Context: an optimization exercise on an open-source flow, tuned for small area, a short achievable clock period and few clock cycles per item. The choices shown serve that exercise and are no tape-out recipe.
In this exercise RTL edits were held to simulation tests only and were not proved equivalent to the original.

==> 05-11 <==
Design out_stage, start of the top module:
module out_stage (
    input  wire        clk,
    input  wire        rst,           
    input  wire        cfg_we,
    input  wire [31:0] cfg_gain,      
    input  wire [1:0]  cfg_bits,      
    input  wire        cfg_rate_ok,   
    input  wire        sreset,
    input  wire        in_valid,
    output wire        in_ready,
    input  wire [31:0] in_data,
    output reg         out_valid,
    output reg  [31:0] out_data
);
    localparam [31:0] SEED_A = 32'd12345;
    localparam [31:0] SEED_B = 32'd67890;
    reg [31:0] og;
    reg [1:0]  obits;
    reg        rate_ok;
    reg [31:0] sa, sb;
    assign in_ready = 1'b1;
    function [4:0] lzc24;
        input [23:0] x;
        integer i;
        begin
            lzc24 = 5'd0;
            for (i = 0; i < 24; i = i + 1)
                if (x[i]) lzc24 = 5'd23 - i[4:0];
        end
    endfunction
    function [4:0] tzc24;
        input [23:0] x;
        integer i;
        begin
            tzc24 = 5'd0;
            for (i = 23; i >= 0; i = i - 1)
                if (x[i]) tzc24 = i[4:0];
        end
    endfunction
    reg        v0;
    reg [31:0] a0;
    always @(posedge clk) begin
        v0 <= in_valid & ~rst;
        a0 <= in_data;
    end
    wire        sg1 = a0[31] ^ og[31];
    wire [7:0]  ea  = a0[30:23];
    wire [7:0]  eb  = og[30:23];
    wire        ha  = |ea;
    wire        hb  = |eb;
    wire [23:0] ma  = {ha, a0[22:0]};
    wire [23:0] mb  = {hb, og[22:0]};
  ...
make LEC_CHECK=0 CAP_MARGIN=20 CORE_MARGIN=2 CORE_UTILIZATION=40 PLACE_DENSITY=0.6 SETUP_SLACK_MARGIN=1.5 SLEW_MARGIN=20 SYNTH_HIERARCHICAL=1 SYNTH_MINIMUM_KEEP_SIZE=0 finish   # period 45.0 ns
run.sh (not shown) runs the stock make flow with config.mk's settings and CLKGATE_MAP_FILE= SYNTH_SCRIPT=/design/flow/synth_recipe.tcl, a recipe that flattens the netlist after the stock synthesis.
==> 04-21: changes against 05-11 <==
--- a/flow/design.v
+++ b/flow/design.v
@@ -2047,34 +2047,31 @@
     wire        rovf = m25[24];
     wire [23:0] mr   = rovf ? 24'h800000 : m25[23:0];
     wire        nz   = ~zf2 & ((e1 > -11'sd23) ||
                                ((e1 == -11'sd23) && ((mant[22:0] != 23'd0) || gbit || st)));
     wire        big  = ~zf2 & ((e1 > 11'sd127) ||
                                ((e1 == 11'sd127) && ((mant[22:0] != 23'd0) || rnd)));
-    wire [7:0]  ec   = big ? 8'd127 : (e1[7:0] + {7'd0, rovf});
     wire [23:0] mc   = big ? 24'h800000 : mr;
     wire [4:0]  bm1  = (obits == 2'd0) ? 5'd15 : (obits == 2'd1) ? 5'd19 : 5'd23;
     wire signed [10:0] sr = e1 - 11'sd126 + $signed({6'd0, bm1});
     wire signed [10:0] s  = big ? $signed({6'd0, bm1}) + 11'sd1 : sr + $signed({10'd0, rovf});
     wire        lowr = zf2 | (s < -11'sd23);      
     wire [25:0] dp   = {2'b00, sa[31:8]} - {2'b00, sb[31:8]} + 26'd8388608;
     wire [25:0] f2   = (dp ^ {26{sg2}}) + {1'b0, sg2, 24'd0};
     reg        v2, sg3, lowr3, lrg3, cz3;
     reg [25:0] f;
     reg [23:0] mc3;
     reg [5:0]  r3;
-    reg [7:0]  ec3;
     always @(posedge clk) begin
         v2    <= v1 & ~rst;
         sg3   <= sg2;
         lowr3 <= lowr;
         lrg3  <= ~lowr & (s > 11'sd0);
         cz3   <= sg2 & nz;              
         mc3   <= mc;
         r3    <= 6'd24 - s[5:0];        
-        ec3   <= ec;
         f     <= f2;
     end
     wire [47:0] wide = {mc3, 24'd0} >> r3;
     wire [23:0] lo   = lowr3 ? 24'd0 : wide[23:0];
     wire [4:0]  n    = lrg3 ? r3[4:0] : (r3[4:0] - 5'd24);    
     wire [23:0] tm   = ~(24'hFFFFFF << n);
@@ -2089,18 +2086,19 @@
     wire [24:0] oh   = {tm, 1'b1} & ~{1'b0, tm};    
     wire [25:0] add  = tneg ? {2'b11, ~tm} : t2 ? {oh, 1'b0} : t1 ? {1'b0, oh} : 26'd0;
     wire [25:0] mq   = {2'b00, mh} + add;
     wire        dup  = mq[24];
     wire        ddn  = ~mq[24] & ~mq[23];
     wire [22:0] qf   = dup ? mq[23:1] : ddn ? {mq[21:0], 1'b0} : mq[22:0];
-    wire [7:0]  ecp  = ec3 + 8'd1;
-    wire [7:0]  ecm  = ec3 - 8'd1;
+    wire [4:0]  bm3  = (obits == 2'd0) ? 5'd15 : (obits == 2'd1) ? 5'd19 : 5'd23;
+    wire [7:0]  ec3  = 8'd150 - {3'd0, bm3} - {2'd0, r3};
+    wire [7:0]  ecp  = 8'd151 - {3'd0, bm3} - {2'd0, r3};
+    wire [7:0]  ecm  = 8'd149 - {3'd0, bm3} - {2'd0, r3};
     wire [7:0]  qe   = dup ? ecp : ddn ? ecm : ec3;
     wire        kz   = (mq[24:22] == 3'd0);
     wire [31:0] ql   = kz ? 32'd0 : {sg3, qe, qf};
-    wire [4:0]  bm3  = (obits == 2'd0) ? 5'd15 : (obits == 2'd1) ? 5'd19 : 5'd23;
     wire [7:0]  es   = 8'd127 - {3'd0, bm3} + {7'd0, t2};
     wire [31:0] qs   = (t == 3'd0) ? 32'd0 : {sg3 ^ tneg, es, 23'd0};
     wire [31:0] q    = lrg3 ? ql : qs;
     wire [31:0] y    = rate_ok ? q : {q[31], 31'd0};
     always @(posedge clk) begin
         out_valid <= v2 & ~rst;
- CORE_UTILIZATION: 40 -> 35
- CTS_CLUSTER_DIAMETER: unset -> 150
- CTS_CLUSTER_SIZE: unset -> 30
==> 12-10: changes against 05-11 <==
--- a/flow/design.v
+++ b/flow/design.v
@@ -2047,34 +2047,31 @@
     wire        rovf = m25[24];
     wire [23:0] mr   = rovf ? 24'h800000 : m25[23:0];
     wire        nz   = ~zf2 & ((e1 > -11'sd23) ||
                                ((e1 == -11'sd23) && ((mant[22:0] != 23'd0) || gbit || st)));
     wire        big  = ~zf2 & ((e1 > 11'sd127) ||
                                ((e1 == 11'sd127) && ((mant[22:0] != 23'd0) || rnd)));
-    wire [7:0]  ec   = big ? 8'd127 : (e1[7:0] + {7'd0, rovf});
     wire [23:0] mc   = big ? 24'h800000 : mr;
     wire [4:0]  bm1  = (obits == 2'd0) ? 5'd15 : (obits == 2'd1) ? 5'd19 : 5'd23;
     wire signed [10:0] sr = e1 - 11'sd126 + $signed({6'd0, bm1});
     wire signed [10:0] s  = big ? $signed({6'd0, bm1}) + 11'sd1 : sr + $signed({10'd0, rovf});
     wire        lowr = zf2 | (s < -11'sd23);      
     wire [25:0] dp   = {2'b00, sa[31:8]} - {2'b00, sb[31:8]} + 26'd8388608;
     wire [25:0] f2   = (dp ^ {26{sg2}}) + {1'b0, sg2, 24'd0};
     reg        v2, sg3, lowr3, lrg3, cz3;
     reg [25:0] f;
     reg [23:0] mc3;
     reg [5:0]  r3;
-    reg [7:0]  ec3;
     always @(posedge clk) begin
         v2    <= v1 & ~rst;
         sg3   <= sg2;
         lowr3 <= lowr;
         lrg3  <= ~lowr & (s > 11'sd0);
         cz3   <= sg2 & nz;              
         mc3   <= mc;
         r3    <= 6'd24 - s[5:0];        
-        ec3   <= ec;
         f     <= f2;
     end
     wire [47:0] wide = {mc3, 24'd0} >> r3;
     wire [23:0] lo   = lowr3 ? 24'd0 : wide[23:0];
     wire [4:0]  n    = lrg3 ? r3[4:0] : (r3[4:0] - 5'd24);    
     wire [23:0] tm   = ~(24'hFFFFFF << n);
@@ -2089,18 +2086,19 @@
     wire [24:0] oh   = {tm, 1'b1} & ~{1'b0, tm};    
     wire [25:0] add  = tneg ? {2'b11, ~tm} : t2 ? {oh, 1'b0} : t1 ? {1'b0, oh} : 26'd0;
     wire [25:0] mq   = {2'b00, mh} + add;
     wire        dup  = mq[24];
     wire        ddn  = ~mq[24] & ~mq[23];
     wire [22:0] qf   = dup ? mq[23:1] : ddn ? {mq[21:0], 1'b0} : mq[22:0];
-    wire [7:0]  ecp  = ec3 + 8'd1;
-    wire [7:0]  ecm  = ec3 - 8'd1;
+    wire [4:0]  bm3  = (obits == 2'd0) ? 5'd15 : (obits == 2'd1) ? 5'd19 : 5'd23;
+    wire [7:0]  ec3  = 8'd150 - {3'd0, bm3} - {2'd0, r3};
+    wire [7:0]  ecp  = 8'd151 - {3'd0, bm3} - {2'd0, r3};
+    wire [7:0]  ecm  = 8'd149 - {3'd0, bm3} - {2'd0, r3};
     wire [7:0]  qe   = dup ? ecp : ddn ? ecm : ec3;
     wire        kz   = (mq[24:22] == 3'd0);
     wire [31:0] ql   = kz ? 32'd0 : {sg3, qe, qf};
-    wire [4:0]  bm3  = (obits == 2'd0) ? 5'd15 : (obits == 2'd1) ? 5'd19 : 5'd23;
     wire [7:0]  es   = 8'd127 - {3'd0, bm3} + {7'd0, t2};
     wire [31:0] qs   = (t == 3'd0) ? 32'd0 : {sg3 ^ tneg, es, 23'd0};
     wire [31:0] q    = lrg3 ? ql : qs;
     wire [31:0] y    = rate_ok ? q : {q[31], 31'd0};
     always @(posedge clk) begin
         out_valid <= v2 & ~rst;
==> comparison table <==
Result of the run: 05-11 finished clean; 12-10 finished clean; 04-21 finished clean
Reg-to-reg critical path endpoint: 05-11 out_data[25]; 12-10 out_data[28]; 04-21 out_data[28]
Destination of the critical timing path: 05-11 out_data[1]; 12-10 out_valid; 04-21 out_data[23]
Sequential cell count: 05-11 275; 12-10 267; 04-21 267
Number of register bits inferred by synthesis: 05-11 275; 12-10 267; 04-21 267
Initial antenna violation count: 05-11 1; 12-10 2; 04-21 2
Routed len/inst: 05-11 21.2 um; 12-10 21.8 um; 04-21 20.8 um
Proportion of synthesized area in mux cells: 05-11 8.50%; 12-10 7.77%; 04-21 7.77%
Count of multi-input gates: 05-11 3927; 12-10 3949; 04-21 3949
Relative slew slack: 05-11 27.7%; 12-10 28.1%; 04-21 27.7%
GRT met1 Usage: 05-11 30.6%; 12-10 30.4%; 04-21 26.8%
Post-synthesis instance total: 05-11 4698; 12-10 4718; 04-21 4718
Share of cell area taken by flip-flops and latches: 05-11 11.2%; 12-10 10.9%; 04-21 11.0%
Testbench counts of 05-11, summed over its fixed seeds: cycles 33,024, items 32,768.
Testbench counts of 04-21, summed over its fixed seeds: cycles 33,024, items 32,768.
Testbench counts of 12-10, summed over its fixed seeds: cycles 33,024, items 32,768.

==> inputs of run Z <==
out_stage, a different RTL version from the one above (not shown whole).
## out_stage
module out_stage (
    input  wire        clk,
    input  wire        rst,           
    input  wire        cfg_we,
    input  wire [31:0] cfg_gain,      
    input  wire [1:0]  cfg_bits,      
    input  wire        cfg_rate_ok,   
    input  wire        sreset,
    input  wire        in_valid,
    output wire        in_ready,
    input  wire [31:0] in_data,
    output reg         out_valid,
    output reg  [31:0] out_data
);
    localparam [31:0] SEED_A = 32'd12345;
    localparam [31:0] SEED_B = 32'd67890;
    reg [1:0]  obits;
    reg        rate_ok;
    reg [31:0] sa, sb;
    function [4:0] tzc24;
        input [23:0] x;
        integer i;
        begin
            tzc24 = 5'd0;
            for (i = 23; i >= 0; i = i - 1)
                if (x[i]) tzc24 = i[4:0];
        end
    endfunction
    reg        v0;
    reg        as0;
    reg [8:0]  ae0;                 
    reg [23:0] am0;
    reg        gs;
    reg [8:0]  ge;
    reg [23:0] gm;
    reg        na, ng;              
    reg        rdy;
    wire       stall = v0 & (na | ng);
    wire       go    = v0 & ~stall;
    assign in_ready = rdy;
  ...
clock: 45.0 ns
lec_check: 0
cap_margin: 20
core_margin: 2
core_utilization: 35
cts_cluster_diameter: 100
cts_cluster_size: 20
place_density: 0.6
setup_slack_margin: 1.5
slew_margin: 20
synth_hierarchical: 1
synth_minimum_keep_size: 0
==> inputs of run P, as changes to run Z <==
--- a/flow/design.v
+++ b/flow/design.v
@@ -2439,72 +2439,66 @@
     output wire        in_ready,
     input  wire [31:0] in_data,
     output reg         out_valid,
     output reg  [31:0] out_data
 );
     localparam [31:0] SEED_A = 32'd12345;
     localparam [31:0] SEED_B = 32'd67890;
+    reg [31:0] og;
     reg [1:0]  obits;
     reg        rate_ok;
     reg [31:0] sa, sb;
+    assign in_ready = 1'b1;
+    function [4:0] lzc24;
+        input [23:0] x;
+        integer i;
+        begin
+            lzc24 = 5'd0;
+            for (i = 0; i < 24; i = i + 1)
+                if (x[i]) lzc24 = 5'd23 - i[4:0];
+        end
+    endfunction
     function [4:0] tzc24;
         input [23:0] x;
         integer i;
         begin
             tzc24 = 5'd0;
             for (i = 23; i >= 0; i = i - 1)
                 if (x[i]) tzc24 = i[4:0];
         end
     endfunction
     reg        v0;
-    reg        as0;
-    reg [8:0]  ae0;                 
-    reg [23:0] am0;
-    reg        gs;
-    reg [8:0]  ge;
-    reg [23:0] gm;
-    reg        na, ng;              
-    reg        rdy;
-    wire       stall = v0 & (na | ng);
-    wire       go    = v0 & ~stall;
-    assign in_ready = rdy;
-    wire       v0_n  = ~rst & (stall | in_valid);
-    wire       na_n  = stall ? (na & ~am0[22])
-                             : ((in_data[30:23] == 8'd0) & (in_data[22:0] != 23'd0));
-    wire       ng_n  = rst ? 1'b0
-                     : cfg_we ? ((cfg_gain[30:23] == 8'd0) & (cfg_gain[22:0] != 23'd0))
-                     : (ng & ~gm[22]);
+    reg [31:0] a0;
     always @(posedge clk) begin
-        v0  <= v0_n;
-        na  <= na_n;
-        ng  <= ng_n;
-        rdy <= ~(v0_n & (na_n | ng_n));
-        if (~stall) begin
-            as0 <= in_data[31];
-            ae0 <= (in_data[30:23] == 8'd0) ? 9'd1 : {1'b0, in_data[30:23]};
-            am0 <= {(in_data[30:23] != 8'd0), in_data[22:0]};
-        end else if (na) begin
-            ae0 <= ae0 - 9'd1;
-            am0 <= {am0[22:0], 1'b0};
-        end
+        v0 <= in_valid & ~rst;
+        a0 <= in_data;
     end
-    wire        sg1 = as0 ^ gs;
-    wire        zf1 = (am0 == 24'd0) | (gm == 24'd0);
-    wire [5:0]  tzs = {1'b0, tzc24(am0)} + {1'b0, tzc24(gm)};
+    wire        sg1 = a0[31] ^ og[31];
+    wire [7:0]  ea  = a0[30:23];
+    wire [7:0]  eb  = og[30:23];
+    wire        ha  = |ea;
+    wire        hb  = |eb;
+    wire [23:0] ma  = {ha, a0[22:0]};
+    wire [23:0] mb  = {hb, og[22:0]};
+    wire        zf1 = (~ha & ~hb) | (ma == 24'd0) | (mb == 24'd0);
+    wire [4:0]  lz  = lzc24(ma) | lzc24(mb);
+    wire [5:0]  tzs = {1'b0, tzc24(ma)} + {1'b0, tzc24(mb)} + {1'b0, lz};
     wire [47:0] p1;
-    mul24 u_mul (.a(am0), .b(gm), .p(p1));
-    wire [9:0]  ex1 = {ae0[8], ae0} + {ge[8], ge} - 10'd126;
+    mul24 u_mul (.a(ma), .b(mb), .p(p1));
+    wire [47:0] pn1 = p1 << lz;
+    wire [9:0]  ex1 = {2'b00, ea} + {9'd0, ~ha} + {2'b00, eb} + {9'd0, ~hb}
+                    - 10'd126 - {5'd0, lz};
     reg        v1, sg2, zf2, st23, st22;
     reg [25:0] pw2;
     reg [9:0]  ex2;
     always @(posedge clk) begin
-        v1   <= go & ~rst;
+        v1   <= v0 & ~rst;
         sg2  <= sg1;
         zf2  <= zf1;
-        pw2  <= p1[47:22];
+        pw2  <= pn1[47:22];
         ex2  <= ex1;
         st23 <= (tzs < 6'd23);    
         st22 <= (tzs < 6'd22);    
     end
     wire        top  = pw2[25];
     wire [23:0] mant = top ? pw2[25:2] : pw2[24:1];
     wire        gbit = top ? pw2[1] : pw2[0];
@@ -2574,31 +2568,24 @@
         out_data  <= y;
     end
     wire [31:0] sa_n, sb_n;
     lcg_a u_lcg_a (.x(sa), .y(sa_n));
     lcg_b u_lcg_b (.x(sb), .y(sb_n));
     always @(posedge clk) begin
         if (rst) begin
-            gs      <= 1'b0;            
-            ge      <= 9'd127;
-            gm      <= 24'hFF64C1;
+            og      <= 32'h3FFF64C1;    
             obits   <= 2'd0;            
             rate_ok <= 1'b0;            
         end else if (cfg_we) begin
-            gs      <= cfg_gain[31];
-            ge      <= (cfg_gain[30:23] == 8'd0) ? 9'd1 : {1'b0, cfg_gain[30:23]};
-            gm      <= {(cfg_gain[30:23] != 8'd0), cfg_gain[22:0]};
+            og      <= cfg_gain;
             obits   <= cfg_bits;
             rate_ok <= cfg_rate_ok;
-        end else if (ng) begin
-            ge      <= ge - 9'd1;
-            gm      <= {gm[22:0], 1'b0};
         end
         if (rst | sreset) begin
             sa <= SEED_A;
             sb <= SEED_B;
-        end else if (go) begin
+        end else if (v0) begin
             sa <= sa_n;
             sb <= sb_n;
         end
     end
 endmodule
Settings changed: CTS_CLUSTER_DIAMETER 100 to 150, CTS_CLUSTER_SIZE 20 to 30.
==> summary of the runs <==
Run Z completed without violations. Run P completed without violations.
Between run Z and run P, the lower cell count is in run Z (gap 1.6%, measured against run P).
Between run P and run Z, the lower via count is in run Z (gap 1.2%, measured against run Z).
Between run P and run Z, the lower routed wire length is in run Z (gap about 1.2%, measured against run Z).
Against run P, the register-to-register slack of run Z is lower by 0.93 ns.
Fmax: run Z is lower than run P (0.82%).
==> figures <==
| quantity | run Z | run P |
|---|---|---|
| Outcome | finished clean | finished clean |
| Total detailed-routing wirelength | 125000 microns | 127000 microns |
| Post-Syn Area | 43100 sq um | 44300 sq um |
| Cell row count | 128 | 130 |
| Placed Instances | 5982 | 6091 |
| Capturing instance or port of the critical path | in_ready | out_data[2] |
| Number of inserted diodes | 1 | 0 |
| Placed standard-cell area | 45700 sq um | 46900 sq um |
| Count of non-filler cells in the finished layout | 6027 | 6122 |
| Buffering overhead | 0.0332 | 0.0307 |
| Standard cell core area | 122000 sq um | 126000 sq um |
Testbench counts of run Z, summed over its fixed seeds: cycles 33,024, items 32,768.
Testbench counts of run P, summed over its fixed seeds: cycles 33,024, items 32,768.

==> separate check: timing with driven ports <==
No port has a modelled driver above. Below, the same layouts with a new extraction and two added sets of constraints. Step 1, drivers: a clkbuf_16 drives clk and a buf_2 each remaining input, both assumed. Step 2 also shifts input and output timing later by t, the mid clock arrival at the registers, as if the neighbouring blocks saw the same clock. Slacks: no drivers / after step 1 / after step 2; pairs: no drivers / after step 1.
run | t (ns) | setup slack, ns | clock arrival spread, ns | pins driven straight from the clock port
05-11 | 0.664 | 34.538 / 34.471 / 34.473 | 0.032 / 0.032 | 1
04-21 | 0.617 | 34.506 / 34.437 / 34.228 | 0.034 / 0.033 | 1
12-10 | 0.670 | 34.554 / 34.483 / 34.422 | 0.034 / 0.034 | 1
run Z | 0.704 | 34.439 / 34.362 / 33.965 | 0.031 / 0.031 | 1
run P | 0.656 | 34.525 / 34.457 / 34.524 | 0.075 / 0.075 | 1
After both steps every run listed still meets setup and hold. The setup slack of run Z, which loses most, moves by -0.077 ns with the drivers and by -0.474 ns with both steps.
